This design comes from an exercise in tuning for small area on the open sky130 flow, not from production work.
Function was checked by simulation only, so behaviour that the tests miss may differ from the original.

==> flow/design.v (excerpt) <==
module belt_core (
    input  wire        clk,
    input  wire        rst,
    output reg         mem_req,
    output reg         mem_we,
    output wire [15:0] mem_addr,
    output wire [15:0] mem_wdata,
    input  wire        mem_ready,
    input  wire [15:0] mem_rdata,
    output wire        halted,
    output wire [1:0]  result,
    output wire [15:0] pc_o,
    output wire [15:0] sp_o
);
    localparam [4:0] S_CLR    = 5'd0,
                     S_F0     = 5'd1,
                     S_FKQ    = 5'd2,    
                     S_FKS    = 5'd3,    
                     S_OPS    = 5'd4,    
                     S_EXEC   = 5'd5,
                     S_MUL    = 5'd6,
                     S_DIV    = 5'd7,
                     S_SHIFT  = 5'd8,
                     S_COPY   = 5'd9,    
                     S_PUSH   = 5'd10,   
                     S_LD     = 5'd11,   
                     S_JMP    = 5'd12,   
                     S_SKIP   = 5'd13,   
                     S_CALL0  = 5'd14,   
  ...
Size: about 1100 cells after synthesis, about 0.013 mm² of cells after synthesis.
==> flow/config.mk <==
export PLATFORM = sky130hd
export DESIGN_NAME = belt_core
export DESIGN_NICKNAME = belt_core
export VERILOG_FILES = /design/flow/design.v
export SDC_FILE = /design/flow/constraint.sdc
export NUM_CORES = 4
export LEC_CHECK = 0
export CAP_MARGIN = 20
export CORE_MARGIN = 2
export CORE_UTILIZATION = 40
export PLACE_DENSITY = 0.6
export SLEW_MARGIN = 20
==> flow/constraint.sdc <==
create_clock -name core_clock -period 10.0 [get_ports {clk}]
set_input_delay 2.0000 -clock core_clock [delete_from_list [all_inputs] [get_ports {clk}]]
set_output_delay 2.0000 -clock core_clock [all_outputs]
set_load 0.01 [all_outputs]
standard.sh (not shown) runs the stock make flow with config.mk's settings and CLKGATE_MAP_FILE= SYNTH_SCRIPT=/design/flow/synth_recipe.tcl, a recipe that flattens the netlist after the stock synthesis.
==> flow/flow/run.sh <==
#!/bin/bash
# The standard layout (standard.sh) with three changes:
#  1. after the standard synthesis, the combinational logic is mapped again
#     by ABC with an area-oriented script (flip-flops are kept as they are:
#     same cells, same names), see resyn below;
#  2. ports are buffered with the smallest buffer, buf_1;
#  3. CTS uses clkbuf_8 in clusters of at most 15 sinks and inserts no
#     dummy loads.
# Each tool writes its full output to a log file in this folder.
set -euo pipefail
export BUFFER_PORTS_ARGS="-buffer_cell sky130_fd_sc_hd__buf_1"
export CTS_ARGS="-sink_clustering_enable -repair_clock_nets -dont_use_dummy_load -buf_list {sky130_fd_sc_hd__clkbuf_8} -sink_clustering_size 15 -sink_clustering_max_diameter 50"

R=orfs/results/${FLOW_PLATFORM}/belt_core/base
LIB=${FLOW_HOME}/platforms/${FLOW_PLATFORM}/lib/sky130_fd_sc_hd__tt_025C_1v80.lib

# standard synthesis
bash standard.sh synth > synth.log 2>&1
cp $R/1_2_yosys.v 1_2_yosys_standard.v

# remap the combinational logic for area
DU=$(sed -n '/DONT_USE_CELLS += /,/^#/p' ${FLOW_HOME}/platforms/${FLOW_PLATFORM}/config.mk \
     | grep -o 'sky130_fd_sc_hd__[a-z0-9_]*' | sed 's/^/-dont_use /' | tr '\n' ' ')
SEQ=$(grep -o 'sky130_fd_sc_hd__[a-z0-9_]*' 1_2_yosys_standard.v | sort -u \
      | grep -E '__(df|edf|sdf|sedf|dl)' | tr '\n' ' ')
printf 'strash\n&get -n\n&deepsyn -T 40\n&put\ndch -f\namap -F 5 -A 5\nstrash\ndch -f\namap -F 5 -A 5\ntopo\n' > resyn.abc
cat > resyn.ys <<EOT
read_liberty -ignore_miss_func $LIB
blackbox $SEQ
read_verilog 1_2_yosys_standard.v
hierarchy -top ${FLOW_TOP}
flatten
opt_clean -purge
abc -liberty $LIB $DU -script resyn.abc
setundef -zero
splitnets
opt_clean -purge
hilomap -singleton -hicell sky130_fd_sc_hd__conb_1 HI -locell sky130_fd_sc_hd__conb_1 LO
insbuf -buf sky130_fd_sc_hd__buf_4 A X
opt_clean -purge
stat -liberty $LIB
write_verilog -noattr -nohex -nodec 1_2_yosys_resyn.v
EOT
yosys -s resyn.ys > resyn.log 2>&1
cp 1_2_yosys_resyn.v $R/1_2_yosys.v

# the rest of the flow (1_synth.odb is rebuilt from the new netlist)
bash standard.sh > standard.log 2>&1
The first run went through all stages and came out clean.
Edit:
--- a/flow/design.v
+++ b/flow/design.v
@@ -36,21 +36,20 @@
                      S_POP    = 5'd21,
                      S_HALT2  = 5'd24,
                      S_HALT3  = 5'd25;
     reg [4:0]  state;
     reg [15:0] ring [0:15];
     reg [3:0]  idx;
     reg [4:0]  cnt;
     reg        sfull;
     reg [15:0] dring;    
     reg        dph;      
-    reg [3:0]  tag;
     reg [15:0] ir;
     reg [15:0] p;
     reg [15:0] q;
     reg [15:0] s;
     reg [15:0] pcm;
     reg [15:0] sp;
     wire [15:0] tap = ring[15];
     assign halted    = (state == S_HALT2) | (state == S_HALT3);
     assign result    = {1'b1, state == S_HALT3};
     assign pc_o      = pcm;
@@ -368,21 +367,21 @@
                 nstate = S_F0;
             end
             S_CALL0: begin
                 asel   = A_SP;
                 off    = 6'h30;            
                 sp_en  = 1'b1;
                 nstate = S_CALL;
             end
             S_CALL: begin
                 asel = A_SP;
-                off  = {1'b0, {1'b0, tag} + 5'd1};
+                off  = {1'b0, {1'b0, fq} + 5'd1};
                 if (sfull) begin
                     mem_req = 1'b1;
                     mem_we  = 1'b1;
                     if (mem_ready)
                         sfull_n = 1'b0;
                 end
                 if ((!sfull || mem_ready) && (dring[15] != dph) && !cnt0) begin
                     s_op    = 2'd1;
                     sfull_n = 1'b1;
                     take    = 1'b1;
@@ -473,25 +472,25 @@
             if (!push)
                 idx <= idx - 4'd1;
         end
     end
     always @(posedge clk) begin
         dring <= {dring[14:0], (state == S_CLR) ? 1'b0 : take ? dph : dring[15]};
         if (rst)
             dph <= 1'b0;
         else if (state == S_CALL0)
             dph <= ~dph;
-        if (take)
-            tag <= idx;
         sfull <= sfull_n;
         if (ir_en)
             ir <= mem_rdata;
+        else if (take)
+            ir[3:0] <= idx;
         if (pc_en)
             pcm <= sum;
         if (sp_en)
             sp <= sum;
         case (p_op)
             3'd1:    p <= lres;
             3'd2:    p <= sum;
             3'd3:    p <= a;
             3'd4:    p <= mem_rdata;
             default: ;
=> The new run completed with no timing, DRC or antenna violations. Design area rose slightly. Maximum frequency goes up by a few percent. Routed wire length climbs by a few percent. Global-route usage rises by 0.70 points. Area after synthesis goes down slightly. Synthesized cell count increases slightly. Die area went down slightly. Sequential cell count falls by 4. Via count goes up slightly. Core utilization grows by 0.20 points.

[afterwards: timing with drivers on the ports]
The results above use ideal ports. As a check the final layouts listed here were re-extracted and re-timed, cells and wires unchanged.
Step 1, drivers: a clkbuf_16 drives clk and a buf_2 each remaining input, both assumed.
Step 2 also shifts input and output timing later by t, the mid clock arrival at the registers, as if the neighbouring blocks saw the same clock.
Three values: no drivers, after step 1, after step 2; two values: the first two.
run	shift t [ns]	slack for setup (ns)	worst setup path after step 2
the first run	0.571	0.743 / 0.697 / 1.141	register to register
the second run	0.562	0.927 / 0.881 / 1.443	register to output
After both steps setup and hold are still met in every run listed.
